Background: an optimization exercise with open tools, aiming at small area, a short achievable clock period and few clock cycles. Do not read the settings as production practice. Function was checked by simulation only, so behaviour that the tests miss may differ from the original. Power and IR drop assume default switching activity.

[design.v]
module sc_tadd #(
    parameter N = 18
) (
    input  [2*N-1:0] a,
    input  [2*N-1:0] b,
    input  [1:0]     ci,
    output [2*N-1:0] s,
    output [1:0]     co,
    output [2*N-1:0] xr       
);
    wire [N:0] x1, x2;
    assign x1[0] = ~ci[1];
    assign x2[0] = ci[0] & ~ci[1];
    genvar k;
    generate
        for (k = 0; k < N; k = k + 1) begin : g_fa
            wire pa = a[2*k] & ~a[2*k+1], na = a[2*k+1], za = ~a[2*k];
            wire pb = b[2*k] & ~b[2*k+1], nb = b[2*k+1], zb = ~b[2*k];
            wire p2 = pa & pb, n2 = na & nb;                                
            wire p1 = (pa & zb) | (za & pb), n1 = (na & zb) | (za & nb);   
            assign x1[k+1] = ~((n1 & ~x1[k]) | (n2 & ~x2[k]));
            assign x2[k+1] = (p2 & x1[k]) | (p1 & x2[k]);
            wire s1p = p1 | n2, s1n = n1 | p2, s1z = ~(s1p | s1n);         
            wire cp = x2[k], cn = ~x1[k], cz = x1[k] & ~x2[k];
            wire sp = (s1p & cz) | (s1z & cp) | (s1n & cn);
            wire sn = (s1n & cz) | (s1z & cn) | (s1p & cp);
            assign s[2*k+1:2*k] = {sn, sp | sn};
            assign xr[2*k+1:2*k] = {p1 | p2, p1 | p2 | n1 | n2};
        end
    endgenerate
    assign co = {~x1[N], x2[N] | ~x1[N]};
endmodule
module setun_core (
    input             clk,
    input             rst,
    input             start,
    input      [15:0] fuel,
    output reg        done,
    output reg [2:0]  status,
    output     [9:0]  reg_c,
    output     [9:0]  reg_f,
    output     [1:0]  reg_w,
    output     [35:0] reg_s,
    output     [35:0] reg_r,
    output reg        fram_en,
    output reg        fram_we,
    output reg        fram_page,
    output reg [6:0]  fram_row,
    output reg [17:0] fram_wdata,
    input      [17:0] fram_rdata,
    output reg        drum_en,
    output reg        drum_we,
    output reg [5:0]  drum_zone,
    output reg [5:0]  drum_row,
    output reg [17:0] drum_wdata,
    input      [17:0] drum_rdata
);
    localparam [1:0] TZ = 2'b00, TP = 2'b01, TN = 2'b11;
    localparam [2:0] ST_NONE = 3'd0, ST_DONE = 3'd1, ST_OVER = 3'd2, ST_ERROR = 3'd3,
                     ST_REFUSED = 3'd4, ST_FUEL = 3'd5;
    localparam [5:0] OP_LDS = {TP, TZ, TZ}, OP_ADD = {TP, TZ, TP}, OP_SUB = {TP, TZ, TN},
                     OP_XOR = {TP, TN, TZ}, OP_LDR = {TP, TN, TP}, OP_HLT = {TP, TN, TN},
                     OP_MUL = {TP, TP, TZ}, OP_MULA = {TP, TP, TP}, OP_MULB = {TP, TP, TN},
                     OP_BZ  = {TZ, TP, TZ}, OP_BP = {TZ, TP, TP}, OP_BN = {TZ, TP, TN},
                     OP_JMP = {TZ, TZ, TZ}, OP_STC = {TZ, TZ, TP}, OP_STF = {TZ, TZ, TN},
                     OP_LDF = {TZ, TN, TZ}, OP_LFC = {TZ, TN, TP}, OP_ADF = {TZ, TN, TN},
                     OP_SHF = {TN, TP, TZ}, OP_STS = {TN, TP, TP}, OP_NRM = {TN, TP, TN},
                     OP_F2D = {TN, TZ, TP}, OP_D2F = {TN, TZ, TN}, OP_IO = {TN, TZ, TZ};
    localparam S_IDLE = 0, S_FETCH = 1, S_DEC = 2, S_OP1 = 3, S_OP2 = 4, S_RECV = 5,
               S_EXEC = 6, S_MUL = 7, S_SHF0 = 8, S_SHF = 9, S_NRM = 10, S_XF0 = 11,
               S_XFER = 12, S_DONE = 13, S_XF1 = 14;
    localparam NS = 15;
    function [1:0] tneg(input [1:0] t);
        tneg = {t[0] & ~t[1], t[0]};
    endfunction
    function [35:0] wneg18(input [35:0] w);
        integer k;
        begin
            for (k = 0; k < 18; k = k + 1)
                wneg18[2*k+1 -: 2] = tneg(w[2*k+1 -: 2]);
        end
    endfunction
    function [9:0] wneg5(input [9:0] w);
        integer k;
        begin
            for (k = 0; k < 5; k = k + 1)
                wneg5[2*k+1 -: 2] = tneg(w[2*k+1 -: 2]);
        end
    endfunction
    function [1:0] wsgn18(input [35:0] w);
        integer k;
        begin
            wsgn18 = TZ;
            for (k = 0; k < 18; k = k + 1)
                if (w[2*k]) wsgn18 = w[2*k+1 -: 2];
        end
    endfunction
    function [1:0] wsgn5(input [9:0] w);
        integer k;
        begin
            wsgn5 = TZ;
            for (k = 0; k < 5; k = k + 1)
                if (w[2*k]) wsgn5 = w[2*k+1 -: 2];
        end
    endfunction
    function signed [7:0] tval(input [1:0] t);
        tval = {{6{t[1]}}, t};
    endfunction
    function [6:0] frow(input [9:0] a);
        case (a[9:2])
            {TN, TN, TN, TN}: frow = 7'd0;
            {TN, TN, TN, TZ}: frow = 7'd1;
            {TN, TN, TN, TP}: frow = 7'd2;
            {TN, TN, TZ, TN}: frow = 7'd3;
            {TN, TN, TZ, TZ}: frow = 7'd4;
            {TN, TN, TZ, TP}: frow = 7'd5;
            {TN, TN, TP, TN}: frow = 7'd6;
            {TN, TN, TP, TZ}: frow = 7'd7;
            {TN, TN, TP, TP}: frow = 7'd8;
            {TN, TZ, TN, TN}: frow = 7'd9;
            {TN, TZ, TN, TZ}: frow = 7'd10;
            {TN, TZ, TN, TP}: frow = 7'd11;
            {TN, TZ, TZ, TN}: frow = 7'd12;
            {TN, TZ, TZ, TZ}: frow = 7'd13;
            {TN, TZ, TZ, TP}: frow = 7'd14;
            {TN, TZ, TP, TN}: frow = 7'd15;
            {TN, TZ, TP, TZ}: frow = 7'd16;
            {TN, TZ, TP, TP}: frow = 7'd17;
            {TN, TP, TN, TN}: frow = 7'd18;
            {TN, TP, TN, TZ}: frow = 7'd19;
            {TN, TP, TN, TP}: frow = 7'd20;
            {TN, TP, TZ, TN}: frow = 7'd21;
            {TN, TP, TZ, TZ}: frow = 7'd22;
            {TN, TP, TZ, TP}: frow = 7'd23;
            {TN, TP, TP, TN}: frow = 7'd24;
            {TN, TP, TP, TZ}: frow = 7'd25;
            {TN, TP, TP, TP}: frow = 7'd26;
            {TZ, TN, TN, TN}: frow = 7'd27;
            {TZ, TN, TN, TZ}: frow = 7'd28;
            {TZ, TN, TN, TP}: frow = 7'd29;
            {TZ, TN, TZ, TN}: frow = 7'd30;
            {TZ, TN, TZ, TZ}: frow = 7'd31;
            {TZ, TN, TZ, TP}: frow = 7'd32;
            {TZ, TN, TP, TN}: frow = 7'd33;
            {TZ, TN, TP, TZ}: frow = 7'd34;
            {TZ, TN, TP, TP}: frow = 7'd35;
            {TZ, TZ, TN, TN}: frow = 7'd36;
            {TZ, TZ, TN, TZ}: frow = 7'd37;
            {TZ, TZ, TN, TP}: frow = 7'd38;
            {TZ, TZ, TZ, TN}: frow = 7'd39;
            {TZ, TZ, TZ, TZ}: frow = 7'd40;
            {TZ, TZ, TZ, TP}: frow = 7'd41;
            {TZ, TZ, TP, TN}: frow = 7'd42;
            {TZ, TZ, TP, TZ}: frow = 7'd43;
            {TZ, TZ, TP, TP}: frow = 7'd44;
            {TZ, TP, TN, TN}: frow = 7'd45;
            {TZ, TP, TN, TZ}: frow = 7'd46;
            {TZ, TP, TN, TP}: frow = 7'd47;
            {TZ, TP, TZ, TN}: frow = 7'd48;
            {TZ, TP, TZ, TZ}: frow = 7'd49;
            {TZ, TP, TZ, TP}: frow = 7'd50;
            {TZ, TP, TP, TN}: frow = 7'd51;
            {TZ, TP, TP, TZ}: frow = 7'd52;
            {TZ, TP, TP, TP}: frow = 7'd53;
            {TP, TN, TN, TN}: frow = 7'd54;
            {TP, TN, TN, TZ}: frow = 7'd55;
            {TP, TN, TN, TP}: frow = 7'd56;
            {TP, TN, TZ, TN}: frow = 7'd57;
            {TP, TN, TZ, TZ}: frow = 7'd58;
            {TP, TN, TZ, TP}: frow = 7'd59;
            {TP, TN, TP, TN}: frow = 7'd60;
            {TP, TN, TP, TZ}: frow = 7'd61;
            {TP, TN, TP, TP}: frow = 7'd62;
            {TP, TZ, TN, TN}: frow = 7'd63;
            {TP, TZ, TN, TZ}: frow = 7'd64;
            {TP, TZ, TN, TP}: frow = 7'd65;
            {TP, TZ, TZ, TN}: frow = 7'd66;
            {TP, TZ, TZ, TZ}: frow = 7'd67;
            {TP, TZ, TZ, TP}: frow = 7'd68;
            {TP, TZ, TP, TN}: frow = 7'd69;
            {TP, TZ, TP, TZ}: frow = 7'd70;
            {TP, TZ, TP, TP}: frow = 7'd71;
            {TP, TP, TN, TN}: frow = 7'd72;
            {TP, TP, TN, TZ}: frow = 7'd73;
            {TP, TP, TN, TP}: frow = 7'd74;
            {TP, TP, TZ, TN}: frow = 7'd75;
            {TP, TP, TZ, TZ}: frow = 7'd76;
            {TP, TP, TZ, TP}: frow = 7'd77;
            {TP, TP, TP, TN}: frow = 7'd78;
            {TP, TP, TP, TZ}: frow = 7'd79;
            {TP, TP, TP, TP}: frow = 7'd80;
            default: frow = 7'd0;
        endcase
    endfunction
    function is_ldop(input [5:0] o);
        is_ldop = (o == OP_LDS) || (o == OP_ADD) || (o == OP_SUB) || (o == OP_XOR) ||
                  (o == OP_LDR) || (o == OP_HLT) || (o == OP_MUL) || (o == OP_MULA) ||
                  (o == OP_MULB) || (o == OP_LDF) || (o == OP_LFC) || (o == OP_ADF) ||
                  (o == OP_SHF);
    endfunction
    reg [NS-1:0] state;
    reg [9:0]  pc;            
    reg [9:0]  cex;           
    reg [9:0]  f_reg;         
    reg [1:0]  w_reg;         
    reg [35:0] s_reg;         
    reg [35:0] r_reg;         
    reg [15:0] fuel_left;
    reg        fuel_zero;     
    reg [5:0]  op;            
    reg [9:0]  ea;            
    reg        m_long;        
    reg        taken;         
    reg        use_ea;        
    reg        fa_neg;        
    reg        bt_v;
    reg [9:0]  bt_tag;
    reg [17:0] bt_word;
    reg        bhit;          
    reg        bfill;         
    reg        ex;            
    reg [35:0] m_reg;         
    reg [35:0] acc;           
    reg [5:0]  cnt;           
    reg        last;          
    reg        npos;          
    reg [6:0]  row1;          
    assign reg_c = pc;
    assign reg_f = f_reg;
    assign reg_w = w_reg;
    assign reg_s = s_reg;
    assign reg_r = r_reg;
    wire [9:0] ia = bhit ? ea : pc;
    wire [7:0] nah;
    wire [1:0] nah_co;
    sc_tadd #(.N(4)) u_na (.a(ia[9:2]), .b(8'd0), .ci(TP), .s(nah), .co(nah_co), .xr());
    wire [9:0] pc_next = (ia[1:0] == TP) ? {nah, TZ} : {ia[9:2], TP};
    wire [35:0] mraw = m_long ? m_reg : {18'd0, m_reg[35:18]};
    wire [9:0]  m5   = mraw[9:0];
    wire is_mul  = (op == OP_MUL);
    wire is_mula = (op == OP_MULA);
    wire is_mulb = (op == OP_MULB);
    wire is_mulx = (op[5:4] == TP) && (op[3:2] == TP);    
    wire is_shf  = (op == OP_SHF);
    wire is_f2d  = (op == OP_F2D);
    wire is_st   = (op == OP_STC) || (op == OP_STF) || (op == OP_STS) || (op == OP_NRM);
    wire is_err  = (op[5:2] == {TN, TN});      
    wire        in_mul = state[S_MUL];
    wire        m_skip = (r_reg[1:0] == TZ) && (cnt != 6'd1);
    wire [1:0]  mt     = m_skip ? r_reg[3:2] : r_reg[1:0];
    wire [35:0] acc_in = m_skip ? {2'b00, acc[35:2]} : acc;
    wire        a_s    = (op == OP_ADD) || (op == OP_SUB) || (op == OP_XOR) ||
                         (op == OP_SHF) || (op == OP_STS);
    wire [35:0] add_a  = a_s ? s_reg : in_mul ? acc_in :
                         {(op == OP_LDS) ? 18'd0 : acc[35:18], 18'd0};
    wire        y_s    = in_mul ? is_mulb : is_mula;
    wire [35:0] add_y  = y_s ? s_reg : m_reg;
    wire [1:0]  add_t  = in_mul ? mt : (op == OP_SUB) ? TN :
                         (is_mul || op == OP_SHF || op == OP_STS) ? TZ : TP;
    wire [35:0] add_b  = (add_t == TP) ? add_y : (add_t == TN) ? wneg18(add_y) : 36'd0;
    wire [35:0] add_sum, xor_res;
    wire [1:0]  add_co;
    sc_tadd #(.N(18)) u_add (.a(add_a), .b(add_b), .ci(TZ), .s(add_sum), .co(add_co), .xr(xor_res));
    wire add_ovf = (add_co != TZ);
    wire [9:0] fa_sum;
    wire [1:0] fa_co;
    sc_tadd #(.N(5)) u_fa (.a(op == OP_LFC ? cex : f_reg), .b(m5), .ci(TZ), .s(fa_sum), .co(fa_co), .xr());
    reg        e_sw, e_rw, e_fw, e_ww;    
    reg [35:0] e_s;
    reg [9:0]  e_f;
    reg [1:0]  e_w;
    reg        e_stop;
    reg [2:0]  e_status;
    wire [35:0] sg_src = (op == OP_XOR) ? xor_res : add_sum;
    wire [1:0]  sg18   = wsgn18(sg_src);
    wire [9:0]  e_fv   = (op == OP_LDF) ? m5 : fa_sum;
    wire [1:0]  sg5    = wsgn5(op == OP_STF ? f_reg : e_fv);
    always @(*) begin
        e_sw = 1'b0; e_rw = 1'b0; e_fw = 1'b0; e_ww = 1'b0;
        e_s = add_sum; e_f = e_fv; e_w = sg18;
        e_stop = 1'b0; e_status = ST_OVER;
        case (op)
            OP_LDS: begin e_sw = 1'b1; e_ww = 1'b1; end
            OP_ADD, OP_SUB, OP_MULA, OP_MULB: begin
                e_sw = 1'b1;
                if (add_ovf) e_stop = 1'b1;
                else e_ww = 1'b1;
            end
            OP_MUL: begin e_sw = 1'b1; e_ww = 1'b1; end
            OP_XOR: begin e_sw = 1'b1; e_s = xor_res; e_ww = 1'b1; end
            OP_LDR: begin e_rw = 1'b1; end
            OP_HLT: begin e_rw = 1'b1; e_stop = 1'b1; e_status = ST_DONE; end
            OP_LDF, OP_LFC, OP_ADF: begin e_fw = 1'b1; e_ww = 1'b1; e_w = sg5; end
            OP_SHF: begin e_ww = 1'b1; end
            default: begin end
        endcase
    end
    wire [9:0] f_fwd = (ex && e_fw) ? e_f : f_reg;
    wire [1:0] w_fwd = (ex && e_ww) ? e_w : w_reg;
    wire [17:0] kw   = bhit ? bt_word : fram_rdata;
    wire [5:0]  kop  = kw[7:2];
    wire [1:0]  kmod = kw[1:0];
    wire [9:0]  ct_sum;
    wire [1:0]  ct_co;
    sc_tadd #(.N(5)) u_ct (.a(kw[17:8]), .b(kmod == TN ? wneg5(f_fwd) : f_fwd), .ci(TZ),
                           .s(ct_sum), .co(ct_co), .xr());
    wire [9:0] k_ea = (kmod == TZ) ? kw[17:8] : ct_sum;
    wire k_br = (kop == OP_JMP) || (kop == OP_BZ) || (kop == OP_BP) || (kop == OP_BN) ||
                (kop == OP_IO);
    wire k_taken = (kop == OP_JMP) || (kop == OP_BZ && w_fwd == TZ) ||
                   (kop == OP_BP && w_fwd == TP) || (kop == OP_BN && w_fwd == TN);
    wire k_xf  = (kop == OP_F2D) || (kop == OP_D2F);
    wire k_nrm = (kop == OP_NRM);
    wire [9:0] row_addr = use_ea ? ea : pc;
    wire [6:0] row_tab  = frow(row_addr);
    reg [35:0] st_val;
    always @(*) begin
        case (op)
            OP_STC:  st_val = {26'd0, cex};
            OP_STF:  st_val = {26'd0, f_reg};
            default: st_val = s_reg;             
        endcase
    end
    wire [7:0]  sc     = acc[7:0];
    wire [1:0]  sc_sgn = wsgn5({2'b00, sc});
    wire [7:0]  sc_step;
    wire [1:0]  sc_co;
    sc_tadd #(.N(4)) u_sc (.a(sc), .b(8'd0), .ci(state[S_NRM] ? TN : tneg(sc_sgn)),
                           .s(sc_step), .co(sc_co), .xr());
    wire        sc_one = (sc[7:2] == 6'd0);      
    wire [35:0] nrm_n  = npos ? {34'd0, TP} : {28'd0, sc};
    wire [1:0]  d1 = mraw[7:6], d2 = mraw[5:4], d3 = mraw[3:2], d4 = mraw[1:0];
    wire        shf_big = (mraw[35:8] != 28'd0) ||
                          (d1 == TP && !(d2 == TN && (d3 == TN || (d3 == TZ && d4 == TN)))) ||
                          (d1 == TN && !(d2 == TP && (d3 == TP || (d3 == TZ && d4 == TP))));
    wire [6:0] zrow    = row_tab - 7'd41;
    wire [5:0] ea_zone = (row_tab < 7'd41) ? 6'd0 : (row_tab > 7'd76 ? 6'd35 : zrow[5:0]);
    wire [6:0] x_base  = (ea[9:8] == TN) ? 7'd0 : (ea[9:8] == TZ) ? 7'd27 : 7'd54;
    wire refuse = (ea == {TP, TP, TP, TP, TN});    
    wire       x_rd = (cnt <= 6'd53);      
    wire       x_wr = (cnt >= 6'd2);       
    wire       x_fstep = is_f2d ? x_rd : x_wr;
    wire       x_dstep = is_f2d ? x_wr : x_rd;
    wire fetch_req = state[S_FETCH] || (state[S_RECV] && !is_mulx && !is_shf) ||
                     (state[S_MUL] && (cnt == 6'd1 || (cnt == 6'd2 && r_reg[1:0] == TZ))) ||
                     (state[S_SHF] && last) ||
                     (state[S_XFER] && last && is_f2d);
    wire fetch_ok  = !fuel_zero && !fa_neg;
    wire fetch_go  = fetch_req && fetch_ok && !bhit;
    always @(*) begin
        fram_en    = fetch_go;
        fram_we    = 1'b0;
        fram_page  = (row_addr[1:0] == TP);
        fram_row   = row_tab;
        fram_wdata = m_long ? st_val[35:18] : st_val[17:0];
        drum_en    = 1'b0;
        drum_we    = 1'b0;
        drum_zone  = acc[5:0];
        drum_row   = acc[11:6];
        drum_wdata = m_reg[17:0];
        if (state[S_OP1]) begin
            fram_en = !refuse && !is_err;
            fram_we = is_st;
        end
        if (state[S_OP2]) begin
            fram_en    = 1'b1;
            fram_we    = is_st;
            fram_page  = 1'b0;
            fram_row   = row1;
            fram_wdata = st_val[17:0];
        end
        if (state[S_XFER]) begin
            if (!(last && is_f2d)) begin
                fram_page  = acc[19];
                fram_row   = acc[18:12];
            end
            fram_wdata = m_reg[17:0];
            if (is_f2d) begin
                if (x_rd) fram_en = 1'b1;
                drum_en = x_wr;
                drum_we = 1'b1;
            end else begin
                drum_en = x_rd;
                fram_en = x_wr;
                fram_we = 1'b1;
            end
        end
    end
    task go(input integer s);
        begin
            state    <= {NS{1'b0}};
            state[s] <= 1'b1;
        end
    endtask
    task stop(input [2:0] st);
        begin
            status <= st;
            done   <= 1'b1;
            go(S_DONE);
        end
    endtask
    task after_fetch;
        begin
            ex <= 1'b1;
            if (fetch_ok) go(S_DEC);
            else go(S_EXEC);
        end
    endtask
    task store_done;
        begin
            case (op)
                OP_STF: w_reg <= wsgn5(f_reg);
                OP_STS: w_reg <= sg18;
                OP_NRM: begin
                    s_reg <= nrm_n;
                    w_reg <= npos ? TP : (sc == 8'd0 ? TZ : TN);
                end
                default: begin end
            endcase
            use_ea <= 1'b0;
            go(S_FETCH);
        end
    endtask
    always @(posedge clk) begin
        if (rst) begin
            state     <= {{(NS-1){1'b0}}, 1'b1};    
            done      <= 1'b0;
            status    <= ST_NONE;
            pc        <= 10'd0;
            f_reg     <= 10'd0;
            w_reg     <= TZ;
            s_reg     <= 36'd0;
            r_reg     <= 36'd0;
            fuel_left <= 16'd0;
            fuel_zero <= 1'b1;
            ex        <= 1'b0;
            taken     <= 1'b0;
            use_ea    <= 1'b0;
            fa_neg    <= 1'b0;
            bt_v      <= 1'b0;
            bhit      <= 1'b0;
            bfill     <= 1'b0;
        end else begin
            if (state[S_IDLE]) begin
                if (start) begin
                    fuel_left <= fuel;
                    fuel_zero <= (fuel == 16'd0);
                    go(S_FETCH);
                end
            end
            if (fram_en && fram_we) bt_v <= 1'b0;
            if (state[S_FETCH] && !bhit) begin
                bfill <= taken;
                if (taken) pc <= ea;
                taken  <= 1'b0;
                use_ea <= 1'b0;
                if (fetch_ok) go(S_DEC);
                else if (ex) go(S_EXEC);
                else if (fuel_zero) stop(ST_FUEL);
                else stop(ST_REFUSED);
            end
            if (state[S_EXEC] || state[S_DEC] || (state[S_FETCH] && bhit)) begin
                if (ex) begin
                    if (e_sw) s_reg <= e_s;
                    if (e_rw) r_reg <= m_reg;
                    if (e_fw) f_reg <= e_f;
                    if (e_ww) w_reg <= e_w;
                end
                ex    <= 1'b0;
                bhit  <= 1'b0;
                bfill <= 1'b0;
                if (bfill) begin
                    bt_v    <= 1'b1;
                    bt_tag  <= pc;
                    bt_word <= fram_rdata;
                end
                if (state[S_DEC] || state[S_FETCH]) begin
                    op     <= kop;
                    ea     <= k_ea;
                    m_long <= (k_ea[1:0] == TN);
                    taken  <= k_taken;
                    fa_neg <= k_taken && (k_ea[1:0] == TN);
                    cex    <= ia;
                    bhit   <= k_taken && (bfill ? (k_ea == pc) : (bt_v && (k_ea == bt_tag)));
                    pc     <= pc_next;
                    cnt    <= 6'd0;
                    acc[7:0] <= 8'd0;
                    npos   <= 1'b0;
                    fuel_left <= fuel_left - 16'd1;
                    fuel_zero <= (fuel_left == 16'd1);
                    use_ea <= k_taken || !(k_br || k_xf || k_nrm);
                end
                if (ex && e_stop) begin
                    pc <= cex;
                    stop(e_status);
                end else if (bhit && fuel_zero) begin
                    pc <= ea;
                    stop(ST_FUEL);
                end else if (state[S_EXEC]) begin
                    go(S_FETCH);
                end else if (k_br) go(S_FETCH);
                else if (k_xf) go(S_XF0);
                else if (k_nrm) go(S_NRM);
                else go(S_OP1);
            end
            if (state[S_NRM]) begin
                if (refuse) begin
                    pc <= cex;
                    stop(ST_REFUSED);
                end else if (sc == 8'd0 && s_reg[35:34] != TZ) begin
                    s_reg  <= {2'b00, s_reg[35:2]};
                    npos   <= 1'b1;
                    use_ea <= 1'b1;
                    go(S_OP1);
                end else if (s_reg[33:32] != TZ || s_reg == 36'd0) begin
                    use_ea <= 1'b1;
                    go(S_OP1);
                end else begin
                    s_reg    <= {s_reg[33:0], 2'b00};
                    acc[7:0] <= sc_step;     
                end
            end
            if (state[S_OP1]) begin
                row1   <= row_tab + 7'd1;
                use_ea <= 1'b0;
                if (is_err) begin
                    pc <= cex;
                    stop(ST_ERROR);
                end else if (refuse) begin
                    pc <= cex;
                    stop(ST_REFUSED);
                end else if (m_long) begin
                    go(S_OP2);
                end else if (is_st) begin
                    store_done();
                end else begin
                    go(S_RECV);
                end
            end
            if (state[S_OP2]) begin
                if (is_st) begin
                    store_done();
                end else begin
                    m_reg[35:18] <= fram_rdata;
                    go(S_RECV);
                end
            end
            if (state[S_RECV]) begin
                if (m_long) m_reg[17:0] <= fram_rdata;
                else m_reg <= {fram_rdata, 18'd0};
                if (is_mulx) begin
                    acc  <= 36'd0;
                    last <= 1'b0;
                    if (is_mul) begin
                        r_reg <= {18'd0, s_reg[35:18]};
                        cnt   <= 6'd9;
                    end else if (r_reg[17:0] == 18'd0) begin
                        r_reg <= {r_reg[17:0], r_reg[35:18]};
                        cnt   <= 6'd9;
                    end else begin
                        cnt   <= 6'd18;
                    end
                    go(S_MUL);
                end else if (is_shf) begin
                    go(S_SHF0);
                end else begin
                    after_fetch();
                end
            end
            if (state[S_MUL]) begin
                acc <= {add_co, add_sum[35:2]};    
                if (m_skip) begin
                    r_reg <= {r_reg[3:0], r_reg[35:4]};
                    cnt   <= cnt - 6'd2;
                end else begin
                    r_reg <= {r_reg[1:0], r_reg[35:2]};
                    cnt   <= cnt - 6'd1;
                end
                if (cnt == 6'd1 || (cnt == 6'd2 && m_skip)) after_fetch();
            end
            if (state[S_SHF0]) begin
                acc[7:0] <= mraw[7:0];
                last     <= (mraw[7:2] == 6'd0);
                if (shf_big || mraw[7:0] == 8'd0) begin
                    if (shf_big) s_reg <= 36'd0;
                    ex <= 1'b1;
                    go(S_FETCH);
                end else begin
                    go(S_SHF);
                end
            end
            if (state[S_SHF]) begin
                s_reg    <= sc_sgn[1] ? {s_reg[33:0], 2'b00} : {2'b00, s_reg[35:2]};
                acc[7:0] <= sc_step;
                last     <= (sc_step[7:2] == 6'd0);
                if (last) after_fetch();
            end
            if (state[S_XF0]) begin
                acc[11:6]  <= 6'd0;
                acc[18:12] <= x_base;
                acc[19]    <= 1'b0;
                last       <= 1'b0;
                ea         <= {ea[7:0], TZ};     
                use_ea     <= 1'b1;
                go(S_XF1);
            end
            if (state[S_XF1]) begin
                acc[5:0]   <= ea_zone;
                use_ea     <= 1'b0;
                go(S_XFER);
            end
            if (state[S_XFER]) begin
                m_reg[17:0] <= is_f2d ? fram_rdata : drum_rdata;    
                cnt  <= cnt + 6'd1;
                last <= (cnt == 6'd54);
                if (x_fstep) begin
                    acc[19] <= ~acc[19];
                    if (acc[19]) acc[18:12] <= acc[18:12] + 7'd1;
                end
                if (x_dstep) acc[11:6] <= acc[11:6] + 6'd1;
                if (last) begin
                    ex <= 1'b0;
                    if (is_f2d && fetch_ok) go(S_DEC);
                    else go(S_FETCH);
                end
            end
        end
    end
endmodule
[flow/run.sh]
#!/bin/bash
# The standard layout, with plain buffers (buf_2) on the ports instead of the
# default delay-cell port buffers.
set -euo pipefail
bash standard.sh "BUFFER_PORTS_ARGS=-buffer_cell sky130_fd_sc_hd__buf_2" finish > standard.log 2>&1
[standard.sh]
#!/bin/bash
# synth_recipe.tcl (not shown) runs the flow's synth.tcl, then flattens the netlist and writes it again
# the make line also repeats each setting of config.mk as NAME=value (left out here)
make -C /OpenROAD-flow-scripts/flow DESIGN_CONFIG=/design/flow/config.mk WORK_HOME=/design/flow/orfs CLKGATE_MAP_FILE= SYNTH_SCRIPT=/design/flow/synth_recipe.tcl "${@:-finish}"
[config.mk]
export PLATFORM = sky130hd
export DESIGN_NAME = setun_core
export DESIGN_NICKNAME = setun_core
export VERILOG_FILES = /design/flow/design.v
export SDC_FILE = /design/flow/constraint.sdc
export NUM_CORES = 4
export LEC_CHECK = 0
export ABC_AREA = 1
export CAP_MARGIN = 20
export CORE_MARGIN = 2
export CORE_UTILIZATION = 50
export CTS_BUF_LIST = sky130_fd_sc_hd__clkbuf_16
export CTS_CLUSTER_DIAMETER = 90
export CTS_CLUSTER_SIZE = 20
export PLACE_DENSITY = 0.7
export SLEW_MARGIN = 20
[constraint.sdc]
create_clock -name core_clock -period 55.0 [get_ports {clk}]
set_input_delay 11.0000 -clock core_clock [delete_from_list [all_inputs] [get_ports {clk}]]
set_output_delay 11.0000 -clock core_clock [all_outputs]
set_load 0.01 [all_outputs]
==> results of run 1 <==
-- Yosys cell counts, drive strengths merged, types with 7 or more instances --
| cell type | n | area (µm²) |
|---|---|---|
| clkinv | 10 | 37.54 |
| a31oi | 25 | 156.4 |
| edfxtp | 142 | 4264 |
| a221oi | 12 | 105.1 |
| clkbuf | 142 | 534.3 |
| o311ai | 7 | 61.31 |
| a211oi | 15 | 112.6 |
| nor3 | 52 | 265.3 |
| buf | 52 | 366.6 |
| xnor2 | 7 | 61.31 |
| a21oi | 273 | 1385 |
| dfxtp | 136 | 2723 |
| nand2 | 922 | 3664 |
| nand4 | 46 | 287.8 |
| a32o | 7 | 70.07 |
| xor2 | 25 | 219.0 |
| o211ai | 51 | 382.9 |
| nor2 | 402 | 1568 |
| nand3 | 224 | 1169 |
| nand3b | 11 | 82.58 |
| a22oi | 69 | 518.0 |
| inv | 550 | 2072 |
| or2 | 35 | 219.0 |
| o31ai | 15 | 112.6 |
| o21ai | 489 | 2455 |
| nor4 | 25 | 156.4 |
| ha | 23 | 287.8 |
| o22ai | 88 | 550.5 |
| o221ai | 27 | 236.5 |
| o2111ai | 42 | 367.9 |
-- stage by stage --
step / instance area [µm²] / std cells / hold WS (ps) / power (mW) / worst slack, ps
2_1_floorplan: 24810 / 3963 / 445.5 / 0.6008 / 40970
5_1_grt: 26840 / 4722 / 499.1 / 0.9871 / 39750
6_report: 26850 / 4724 / 485.1 / 0.9324 / 39920
4_1_cts: 26840 / 4722 / 485.1 / 0.9182 / 40160
3_3_place_gp: 26160 / 4684 / 462.2 / 0.7544 / 40210
3_5_place_dp: 26160 / 4684 / 470.9 / 0.7514 / 40160
-- power by group through the flow --
stage | Clock, mW | Sequential, mW | Combinational (mW)
after floorplan | 0 | 0.279 | 0.321
after global placement | 0 | 0.296 | 0.458
after detailed placement | 0 | 0.297 | 0.455
after CTS | 0.169 | 0.292 | 0.457
after global routing | 0.174 | 0.296 | 0.517
final | 0.169 | 0.294 | 0.469
-- worst paths after layout --
kind / slack, ps / end
hold reg to reg: 490 / fa_neg$_SDFFE_PP0P_
hold / removal: 490 / fa_neg$_SDFFE_PP0P_
setup / recovery: 39920 / fram_wdata[11]
setup reg to reg: 46990 / state[1]$_SDFF_PP0_
-- worst max-delay path, delay by kind of cell, from the launching register on --
family	cells	cell delay (ps)
AND/OR/NAND/NOR	4	1650
buffers and inverters	3	1000
flip-flops	1	450
AO/OA/AOI/OAI	2	410
-- routing by layer --
metal  global-route usage, %  routed length, µm
met1                   54.28              42140
met2                   61.19              45890
met3                   6.816              11810
met4                   15.37               4570
met5                       0                 11
-- area by class of cell --
cell class                 count  share of cell area, %
timing repair buffer         251                  5.052
tap                          664                  3.094
clock inverter                17                 0.5592
clock buffer                  21                  1.957
sequential                   278                  26.03
multi-input combinational   2931                  55.43
inverter                     560                  7.857
antenna                        2                0.01864
-- cells by family (layout without fill, tap and decap cells) --
kind of cell / after synthesis / count (layout) / synth area share [%]
AO/OA/AOI/OAI: 1149 / 1149 / 27.27
XOR/XNOR: 32 / 32 / 1.130
adder cells (fa/ha/maj): 23 / 23 / 1.160
buffers and inverters: 754 / 849 / 12.13
flip-flops: 278 / 278 / 28.16
multiplexers: 1 / 1 / 0.04034
other: 0 / 2 / 0
AND/OR/NAND/NOR: 1726 / 1726 / 30.11
-- cell usage in the layout (no fill, tap or decap), types with 23 or more instances in the layout --
cell | synthesis | layout
buf_4 | 34 | 40
o21ai_1 | 27 | 27
a31oi_1 | 25 | 25
o211ai_1 | 51 | 51
nand2_2 | 72 | 72
ha_1 | 23 | 23
o21ai_0 | 460 | 460
buf_2 | 5 | 211
o2111ai_1 | 42 | 42
nor2_1 | 390 | 384
o22ai_1 | 88 | 87
nand3_1 | 216 | 215
nand4_1 | 46 | 46
or2_2 | 35 | 35
nor3_1 | 51 | 50
inv_1 | 540 | 545
a21oi_1 | 268 | 265
dfxtp_1 | 136 | 135
a22oi_1 | 69 | 69
edfxtp_1 | 142 | 142
nor4_1 | 25 | 24
o221ai_1 | 27 | 27
nand2_1 | 847 | 847
xor2_1 | 25 | 25
==> results.ini, run 1 <==
[global_route]
antenna_found_initial = 4
grt.overflow.total = 0
grt_pass1_vias = 25720
track_usage_pct = 39.38
grt_max_degree = 75
grt_pass1_wl_um = 155600

[cts]
clkSinkCount = 278
path_clk_slew_ps = 90
worstSkewPairLatency_ps = 590
ctsHoldBuffers = 0
htree_levels = 1
cts_tree = yes
cts_root_buf = clkbuf_16
clock_path_buffers = 3
post_cts_resized = 0
postCtsSetupRepairBufs = 0
cts_buffers = 21

[setup_path]
endpoint_kind = output pin
worstPathArrival_ps = 4080
reg2regPathDepth = 55
path_max_fanout = 21
cp_slowest_cell = nor2_1
critPathRequiredTime_ps = 44000
cp-start-kind = flop
worst_path_largest_cell_delay_ps = 690
worstSetupStartpoint = op[3]$_DFFE_PP_
critPathKind = reg2out
path_cells = nor2_1, nand2_1, nor2_1, inv_1, nand2_1, inv_1, o2111ai_1, o21ai_0, buf_2
r2r_start = op[3]$_DFFE_PP_

[power]
power.density_nw_per_um2 = 34.73
power.internal_mw = 0.4786
netSwitchingFraction_pct = 48.67
p_leak_nw = 11.82
pwr-share-comb_pct = 50.3
seqPwrFrac_pct = 31.5
power.switching_mw = 0.4538
pwr-share-clk_pct = 18.1
irDropWorstVdd_uv = 34.22

[finish]
fillers = 5165
final_layout_size_suffix_gt1_share_pct = 11.09
seq_area_um2 = 6988
post-route-util_pct = 54.85
fin_nets = 4121
multiInputGateArea_um2 = 14880
areaGrowthSynthToFinish_pct = 8.210

[drt]
via_per_inst = 6.163
drt_iter0_drc = 3962
first_pass_iters = 6
vias = 29120
wl_per_cell_um = 22.11
antenna_left = 0
routed_wl_um = 104400
drc = 0

[floorplanning]
fp.dieW_um = 226.8
io_pins = 213
start_util_pct = 50.69
dieArea_um2 = 51420
rows = 81
core_area_um2 = 48950
die_h_um = 226.8

[sta]
rsz0062_at_grt = no
setup-tns-final_ps = 0
timing.final.crit_share_pct = 27.41
slew_headroom_pct = 25.74
setup_viol = 0
max_freq_mhz = 66.32
final_max_slew_viol_count = 0
fin_crit_ps = 15080
skew_ps = 26.06
tightest_slew_ps = 1104
hold_viol_final = 0

[synth]
async_flop_share_pct = 0
syn_area_um2 = 24810
synth-seq-cells = 278
synthesis.nets = 4041
synthDistinctLibCells = 69
synth-edff-count = 142
ys_warn_count = 1
syn-instance-count = 3963
synthFlopType = edfxtp_1
yosysSeqAreaShare_pct = 28.16
avgSynthCellArea_um2 = 6.261

[status]
status = finished clean

[placed_design]
io_buffers = 212
gp_congestion = 1.026
dp_hpwl_um = 79600

[flow_run]
cap_viol_max_count = 0

[worst_hold_path]
hold_path_class = reg2reg
min_from = fa_neg$_SDFFE_PP0P_
min_path_cells = 2

Testbench counts, summed over its fixed seeds: cycles 249,007.
==> run 2: changes to the inputs <==
--- a/design.v
+++ b/design.v
@@ -216,4 +216,6 @@
     reg        bt_v;
     reg [9:0]  bt_tag;
+    reg [6:0]  bt_row;
+    reg        bt_pg;
     reg [17:0] bt_word;
     reg        bhit;          
@@ -449,8 +451,12 @@
                 end
             end
-            if (fram_en && fram_we) bt_v <= 1'b0;
+            if (fram_en && fram_we && fram_row == bt_row && fram_page == bt_pg) bt_v <= 1'b0;
             if (state[S_FETCH] && !bhit) begin
                 bfill <= taken;
-                if (taken) pc <= ea;
+                if (taken) begin
+                    pc     <= ea;
+                    bt_row <= fram_row;
+                    bt_pg  <= fram_page;
+                end
                 taken  <= 1'b0;
                 use_ea <= 1'b0;
==> run 2 against run 1 <==
Final cell count up 1.6%. Sequential share of layout area rose by 0.32 points. Global-route usage decreased by 0.13 points. Combinational power decreased by 75%. Flip-flop and latch count up 8. Register-to-register slack about the same. Routed wire length is 3.4% higher. Sequential power decreased by 18%. Critical path type unchanged. Largest cell class unchanged.
==> results.ini, run 2 <==
[power]
pwr-share-clk_pct = 32.5  ; +14 points
seqPwrFrac_pct = 45.3  ; +14 points
netSwitchingFraction_pct = 34.74  ; -14 points
irDropWorstVdd_uv = 26.11  ; -24%
power.density_nw_per_um2 = 19.32  ; -44%
p_leak_nw = 12.33  ; +4.3%
pwr-share-comb_pct = 22.2  ; -28 points
power.switching_mw = 0.1842  ; -59%
power.internal_mw = 0.3459  ; -28%

[setup_path]
worst_path_largest_cell_delay_ps = 690  ; about the same
cp_slowest_cell = nand2_1
reg2regPathDepth = 48  ; -13%
critPathRequiredTime_ps = 44000  ; about the same
critPathKind = reg2out
r2r-end = use_ea$_SDFF_PP0_
reg2reg_slack_ps = 46990  ; about the same
cpLargestDelayFamily = simple AND/OR/NAND/NOR gates
path_cells = nor2_1, nand2_1, nor2_1, inv_1, nand2_1, o221ai_1, o211ai_1, o21ai_0, buf_2
critPathBufInv = 2  ; -1
path_max_fanout = 21  ; unchanged
endpoint_kind = output pin
cp-start-kind = flop
r2r_start = cnt[1]$_DFFE_PN_
worstPathArrival_ps = 4050  ; -30 ps

[synth]
yosysSeqAreaShare_pct = 28.49  ; +0.33 points
yosysTopAreaCell = edfxtp_1
syn_area_um2 = 25370  ; +2.2%
synthTopCellsByArea = edfxtp_1 (18%), nand2_1 (13%), dfxtp_1 (11%)
yosysMostFrequentCell = nand2_1
synthesis.nets = 4104  ; +1.6%
synth_top_area_share_pct = 17.75  ; +0.57 points
ys_warn_count = 1  ; unchanged
synth-seq-cells = 286  ; +2.9%
async_flop_share_pct = 0  ; unchanged
synth-edff-count = 150  ; +5.6%
synthFlopType = edfxtp_1
syn-instance-count = 4026  ; +1.6%
synthDistinctLibCells = 70  ; +1.4%
synthTopCellsByCount = nand2_1 (882), inv_1 (549), o21ai_0 (458)
avgSynthCellArea_um2 = 6.301  ; +0.65%

[finish]
fillers = 5149  ; -0.31%
multiInputGateArea_um2 = 15130  ; +1.6%
fin_cells = 4798  ; +1.6%
final_layout_size_suffix_gt1_share_pct = 11.22  ; +0.14 points
fin_nets = 4187  ; +1.6%
final_common_cell = nand2_1
final_cell_mix = nand2_1 (882), inv_1 (555), o21ai_0 (456)
post-route-util_pct = 54.69  ; -0.16 points
seq_area_um2 = 7228  ; +3.4%
areaGrowthSynthToFinish_pct = 8.157  ; about the same

[cts]
htree_levels = 1  ; unchanged
cts_buffers = 22  ; +4.8%
path_clk_slew_ps = 100  ; about the same
postCtsSetupRepairBufs = 0  ; unchanged
worstSkewPairLatency_ps = 600  ; about the same
ctsHoldBuffers = 0  ; unchanged
cts_tree = yes
clkSinkCount = 286  ; +2.9%
cts_root_buf = clkbuf_16
post_cts_resized = 0  ; unchanged
clock_path_buffers = 3  ; unchanged

[sta]
rsz0062_at_grt = no
setup_slack_ps = 39950  ; +23.60 ps
hold_viol_final = 0  ; unchanged
tightest_slew_ps = 1113  ; +9.013 ps
slew_headroom_pct = 25.72  ; about the same
skew_ps = 35.61  ; +9.548 ps
fin_crit_ps = 15050  ; -23.60 ps
final_max_slew_viol_count = 0  ; unchanged
fin_hold_ws_ps = 490.7  ; +5.579 ps
max_freq_mhz = 66.43  ; +0.16%
timing.final.crit_share_pct = 27.37  ; -0.043 points
setup-tns-final_ps = 0  ; unchanged
setup_viol = 0  ; unchanged

[drt]
routed_wl_um = 107900  ; +3.4%
drc = 0  ; unchanged
antenna_left = 0  ; unchanged
drt_iter0_drc = 4406  ; +11%
via_per_inst = 6.203  ; +0.65%
first_pass_iters = 9  ; +3
wl_per_cell_um = 22.50  ; +1.8%
vias = 29760  ; +2.2%

[worst_hold_path]
hold_path_class = reg2reg
min_from = taken$_SDFF_PP0_
hold-path-endpoint = taken$_SDFF_PP0_
min_path_cells = 2  ; unchanged

[global_route]
grtUsageMet1_pct = 53.15  ; -1.1 points
track_usage_pct = 39.25  ; -0.13 points
grt_use_met3_pct = 7.570  ; +0.75 points
grt_pass1_wl_um = 160200  ; +3.0%
grt.met2_usage_pct = 59.94  ; -1.2 points
busiest_layer = met2
grt_pass1_vias = 26480  ; +3.0%
grt_max_degree = 73  ; -2.7%
antenna_found_initial = 3  ; -1
grt.overflow.total = 0  ; unchanged

[placed_design]
io_buffers = 212  ; unchanged
gp_congestion = 1.032  ; +0.58%
dp_hpwl_um = 82000  ; +3.0%
dp_slack_ps = 40130  ; -26.60 ps
dp_cells = 4757  ; +1.6%

[floorplanning]
fp.dieW_um = 229.3  ; +1.1%
rows = 82  ; +1.2%
start_util_pct = 50.57  ; -0.12 points
io_pins = 213  ; unchanged
dieArea_um2 = 52560  ; +2.2%
die_h_um = 229.3  ; +1.1%
core_area_um2 = 50170  ; +2.5%

[status]
status = finished clean

[flow_run]
cap_viol_max_count = 0  ; unchanged

## run 2: cell count changes in the layout (fill, tap and decap cells not counted), moves of 8 or more
cell	before	now
a21oi_1	265	273
inv_1	545	555
edfxtp_1	142	150
o21ai_1	27	13
a22oi_1	69	101
nand2_4	3	11
nand2_1	847	882
o22ai_1	87	73
nand2_2	72	64
nand3_1	215	233
o221ai_1	27	17
nor3_1	50	41
## run 2: metrics by stage
step                      total power, mW  area, µm²
after floorplan                    0.3222      25370
after CTS                          0.5267      27430
after global routing               0.5495      27440
final                              0.5301      27440
after global placement             0.3585      26720
after detailed placement           0.3587      26720
## run 2: cell type report
type / count / share of cell area [%]
antenna: 1 / 0.009120
clock buffer: 22 / 2.006
clock inverter: 18 / 0.5974
inverter: 573 / 7.861
multi-input combinational: 2973 / 55.13
sequential: 286 / 26.34
tap: 672 / 3.064
timing repair buffer: 253 / 4.989
## run 2: worst max path at each step
| stage | from | end | slack [ps] | depth (start not counted) |
|---|---|---|---|---|
| after floorplan | fram_rdata[1] | bhit$_SDFFE_PP0N_ | 41150 | 23 |
| after global placement | fram_rdata[1] | bhit$_SDFFE_PP0N_ | 40330 | 24 |
| after detailed placement | fram_rdata[1] | bhit$_SDFFE_PP0N_ | 40130 | 24 |
| after CTS | op[3]$_DFFE_PP_ | fram_wdata[0] | 40150 | 9 |
| after global routing | op[3]$_DFFE_PP_ | fram_wdata[8] | 39770 | 9 |
| final | op[3]$_DFFE_PP_ | fram_wdata[6] | 39950 | 9 |
## run 2: layer usage
metal  wire length [µm]  part of all wire [%]  vias up
met5                  0                     0        -
met1              42790                    40    13650
met3              12780                    12      342
met2              45940                    43     1934
li1                   -                     -    13840
met4               6436                   6.0        0
## run 2: tightest hold or removal path, delay by kind of cell, from the launching register on
kind            cells  cell delay, ps
compound gates      1              60
simple gates        1              70
flops               1             320
## run 2: logic make-up (layout without fill, tap and decap cells)
group	Yosys count	in the layout	synth area share (%)
AO/OA/AOI/OAI	1130	1130	26.26
buffers and inverters	767	866	12.09
AND/OR/NAND/NOR	1787	1787	30.88
flip-flops	286	286	28.49
other	0	1	0
adder cells (fa/ha/maj)	23	23	1.134
XOR/XNOR	33	33	1.139
## run 2: power by group through the flow
stage	logic [mW]	clock network, mW	registers (mW)
after floorplan	0.0811	0	0.241
after global placement	0.114	0	0.245
after detailed placement	0.114	0	0.245
after CTS	0.115	0.172	0.240
after global routing	0.130	0.179	0.241
final	0.118	0.172	0.240
Testbench counts of run 2, summed over its fixed seeds: cycles 245,500.

[static timing again, ports no longer ideal]
The results above use ideal ports. As a check the final layouts listed here were re-extracted and re-timed, cells and wires unchanged. Step 1 assumes that a clkbuf_16 drives the clock port and a buf_2 every other input. Step 2 times the ports against the registers' clock, not the clock port: input delays grow and output delays shrink by t, the midpoint of the rising clock arrivals with the driver on. a / b / c = no drivers / after step 1 / after step 2; a / b = the first two.
run | shift t [ns] | setup slack, ns | hold slack, ns | worst setup path after step 2 | worst slew at a driven data input, ns
run 1 | 0.635 | 39.922 / 39.862 / 40.037 | 0.485 / 0.485 / 0.485 | input to register | 0.05
run 2 | 0.639 | 39.946 / 39.886 / 39.998 | 0.491 / 0.491 / 0.491 | input to register | 0.05
After both steps every run listed still meets setup and hold.
